Context: an optimization exercise on an open-source flow, tuned for small area and a short achievable clock period. The choices shown serve that exercise and are no tape-out recipe.
At most, simulation tests tie the RTL to the original design; equivalence was not proved.

Setup of the baseline:
==> flow/design.v (excerpt) <==
module osc_bank #(
    parameter N      = 16,
    parameter D      = 4,
    parameter ADDR_W = 5
) (
    input  wire              clk,
    input  wire              rst,            
    input  wire [ADDR_W-1:0] address,
    input  wire              select,         
    input  wire [3:0]        mask,
    input  wire [15:0]       data_in,
    input  wire              write_enable,
    input  wire              update,
    output reg  [15:0]       data_out,
    output wire              write_error,
    output wire              read_error
);
    localparam [1:0] W_RAMP = 2'b00, W_SQUARE = 2'b01, W_TRI = 2'b10, W_SINE = 2'b11;
    reg [15:0] inc_r   [0:15];
    reg [15:0] disp_r  [0:15];    
    reg        sq_r    [0:15];    
    reg [1:0]  wave_r  [0:15];
    reg        dir_r   [0:15];
    reg [15:0] sin_r   [0:15];
    reg [15:0] cos_r   [0:15];
    reg        zr_r    [0:15];    
    reg        zs_r    [0:15];
    reg [3:0]  pval_r  [0:15];
    reg [3:0]  pmask_r [0:15];
    reg [3:0] cursor;
    reg [15:0] q_inc, q_disp, q_sin, q_cos;
    reg [1:0]  q_wave;
    reg        q_dir;
    reg [3:0]  q_pv, q_pm;
    reg        p0_v, p1_v, p2_v, p3_v;
    reg [3:0]  p0_t, p1_t, p2_t, p3_t;
    reg [15:0] p0_sa, p0_sb, p0_ca, p0_cb;
    reg        p0_sc, p0_cc;
    reg [15:0] p1_s, p1_c, p2_s, p2_c, p3_s, p3_c;
  ...
Size: roughly 6,400 cells after synthesis, ~1,500 flip-flops, roughly 76,000 um^2 of cells after synthesis.
export LEC_CHECK = 0
export CAP_MARGIN = 20
export CELL_PAD_IN_SITES_DETAIL_PLACEMENT = 1
export CELL_PAD_IN_SITES_GLOBAL_PLACEMENT = 2
export CORE_MARGIN = 2
export CORE_UTILIZATION = 55
export PLACE_DENSITY = 0.7
export SETUP_SLACK_MARGIN = 5
export SLEW_MARGIN = 20
create_clock -name core_clock -period 13.0 [get_ports {clk}]
run.sh (not shown) runs the stock make flow with config.mk's settings and CLKGATE_MAP_FILE= SYNTH_SCRIPT=/design/flow/synth_recipe.tcl, a recipe that flattens the netlist after the stock synthesis.
Here is what was changed in the inputs of the candidate compared with the baseline.
Settings: swapping 55 for 25 in CORE_UTILIZATION; swapping 0.7 for 0.4 in PLACE_DENSITY; clearing SETUP_SLACK_MARGIN, which used to be 5.
Number of nets in the final layout: the candidate vs the baseline up 81
Setup slack: the candidate less than the baseline
The candidate vs the baseline — largest stage delay on the critical path rose 240 ps.
Of the two values seen for end of the critical path, data_out[15] was produced by the candidate and data_out[3] by the baseline.
[the candidate] number of antenna diodes rose 7 relative to the baseline
No run of this note included a check of the RTL's function; only the layout flow was run.

* * *

Another version of the RTL of osc_bank (not shown whole).
Size in the first run: ~5,700 cells after synthesis, ~1,400 flip-flops, ~48 I/O pins.
==> flow/config.mk <==
export PLATFORM = sky130hd
export DESIGN_NAME = osc_bank
export DESIGN_NICKNAME = osc_bank
export VERILOG_FILES = /design/flow/design.v
export SDC_FILE = /design/flow/constraint.sdc
export NUM_CORES = 4
export LEC_CHECK = 0
export CAP_MARGIN = 20
export CELL_PAD_IN_SITES_DETAIL_PLACEMENT = 1
export CELL_PAD_IN_SITES_GLOBAL_PLACEMENT = 2
export CORE_MARGIN = 2
export CORE_UTILIZATION = 55
export CTS_BUF_LIST = sky130_fd_sc_hd__clkbuf_8
export PLACE_DENSITY = 0.7
export SLEW_MARGIN = 20
==> flow/constraint.sdc <==
create_clock -name core_clock -period 13.0 [get_ports {clk}]
set_input_delay 2.6000 -clock core_clock [delete_from_list [all_inputs] [get_ports {clk}]]
set_output_delay 2.6000 -clock core_clock [all_outputs]
set_load 0.01 [all_outputs]
standard.sh (not shown) runs the stock make flow with config.mk's settings and CLKGATE_MAP_FILE= SYNTH_SCRIPT=/design/flow/synth_recipe.tcl, a recipe that flattens the netlist after the stock synthesis.
==> flow/flow/run.sh <==
#!/bin/bash
# Standard layout (the standard.sh, standard synthesis), with these
# changes: the port buffers are buf_4 cells instead of the flow's default
# pick (a slow delay buffer), timing repair aims for 6 ns of setup slack,
# and clock tree synthesis uses clkbuf_16 buffers without dummy loads,
# in clusters of up to 24 sinks.
# All tool output goes to standard.log in this folder.
set -euo pipefail
export BUFFER_PORTS_ARGS="-buffer_cell sky130_fd_sc_hd__buf_4"
export SETUP_SLACK_MARGIN=6
export CTS_ARGS="-sink_clustering_enable -repair_clock_nets -buf_list sky130_fd_sc_hd__clkbuf_16 -dont_use_dummy_load -sink_clustering_size 24 -sink_clustering_max_diameter 120"
bash standard.sh > standard.log 2>&1
==> next run, changes <==
==> flow/flow/run.sh (replaced) <==
#!/bin/bash
# Standard layout (the standard.sh, standard synthesis), with two
# changes: the port buffers are buf_4 cells instead of the flow's default
# pick (a slow delay buffer), and timing repair aims for 7 ns of setup
# slack. All tool output goes to standard.log in this folder.
set -euo pipefail
export BUFFER_PORTS_ARGS="-buffer_cell sky130_fd_sc_hd__buf_4"
export SETUP_SLACK_MARGIN=7
bash standard.sh > standard.log 2>&1
Cell area rises by 6.7%.
Routed wire length rises by 7.7%.
Register-to-register slack improves by 0.81 ns.
==> next run, changes <==
==> flow/flow/run.sh (replaced) <==
#!/bin/bash
# Standard layout (the standard.sh, standard synthesis), with two
# changes: the port buffers are buf_4 cells instead of the flow's default
# pick (a slow delay buffer), and timing repair aims for 6 ns of setup
# slack. All tool output goes to standard.log in this folder.
set -euo pipefail
export BUFFER_PORTS_ARGS="-buffer_cell sky130_fd_sc_hd__buf_4"
export SETUP_SLACK_MARGIN=6
bash standard.sh > standard.log 2>&1
Result: The new run passed the timing, design-rule and antenna checks; clock-buffer cell count goes down by 6; synthesized area does not change; setup slack gets worse by 0.072 ns; worst hold slack is about the same; final area goes down by about 3%.

* * *

old:
Another version of the RTL of osc_bank (not shown whole).
For scale: about 6,000 cells after synthesis, ~1,400 flip-flops.
Settings: LEC_CHECK=0, CAP_MARGIN=20, CELL_PAD_IN_SITES_DETAIL_PLACEMENT=1, CELL_PAD_IN_SITES_GLOBAL_PLACEMENT=2, CORE_MARGIN=2, CORE_UTILIZATION=55, PLACE_DENSITY=0.7, SLEW_MARGIN=20; clock period 13.0 ns.
run.sh (not shown) runs the stock make flow with config.mk's settings and CLKGATE_MAP_FILE= SYNTH_SCRIPT=/design/flow/synth_recipe.tcl, a recipe that flattens the netlist after the stock synthesis.
Stock flow here: none of the scripts above is used.
Per the final summary, old finished and its layout is clean on timing, DRC and antenna.
The following lists how new was set up differently from old:
-- flow/config.mk --
<<< old, line 14
>>> new, line 14
export SETUP_SLACK_MARGIN = 5
==> results.txt <==
Re boundary pin count: no difference whatsoever between old and new.
Changes observed in new relative to old: part of the cycle the worst path needs fell by 7.1 points; wire length on met2 rose 0.94%; final non-filler cell area barely changed; shortest clock period the worst path allows after layout down 0.93 ns.
On routed wire length, new tracks old almost exactly.
No run of this note included a check of the RTL's function; only the layout flow was run.

## separate check: timing with driven ports
No port has a modelled driver above. Below, the same layouts with a new extraction and two added sets of constraints. Step 1 sets driving cells, clkbuf_16 on the clock port and buf_2 on the other inputs (assumed; they add their load-dependent delay and slew). Step 2 adds t to the input delays and takes it off the output delays; t is the mean of the earliest and latest rising clock arrival at the registers after step 1. Input paths then give back, and output paths get back, about the clock's delay inside the block. Three values: ideal ports, drivers, drivers and shift; two values: the first two.
run	shift t [ns]	slack for setup (ns)	latest minus earliest clock arrival (ns)	worst slew at a driven data input, ns	cell pins on the clock port's net
the baseline	0.921	4.951 / 4.841 / 4.841	0.042 / 0.043	0.16	1
the candidate	0.943	3.563 / 3.390 / 3.390	0.085 / 0.086	0.18	1
the first run of note 2	0.772	5.982 / 5.864 / 5.864	0.094 / 0.093	0.15	1
the second run of note 2	1.029	6.037 / 5.933 / 5.933	0.084 / 0.084	0.16	1
the third run of note 2	1.089	5.966 / 5.855 / 5.855	0.090 / 0.089	0.15	1
old	0.895	4.096 / 4.096 / 4.096	0.052 / 0.053	0.06	1
new	0.891	5.021 / 5.021 / 5.021	0.073 / 0.073	0.06	1
After both steps every run listed still meets setup and hold. For the candidate, which loses most, drivers alone change the setup slack by -0.173 ns; drivers and shift together by -0.173 ns.
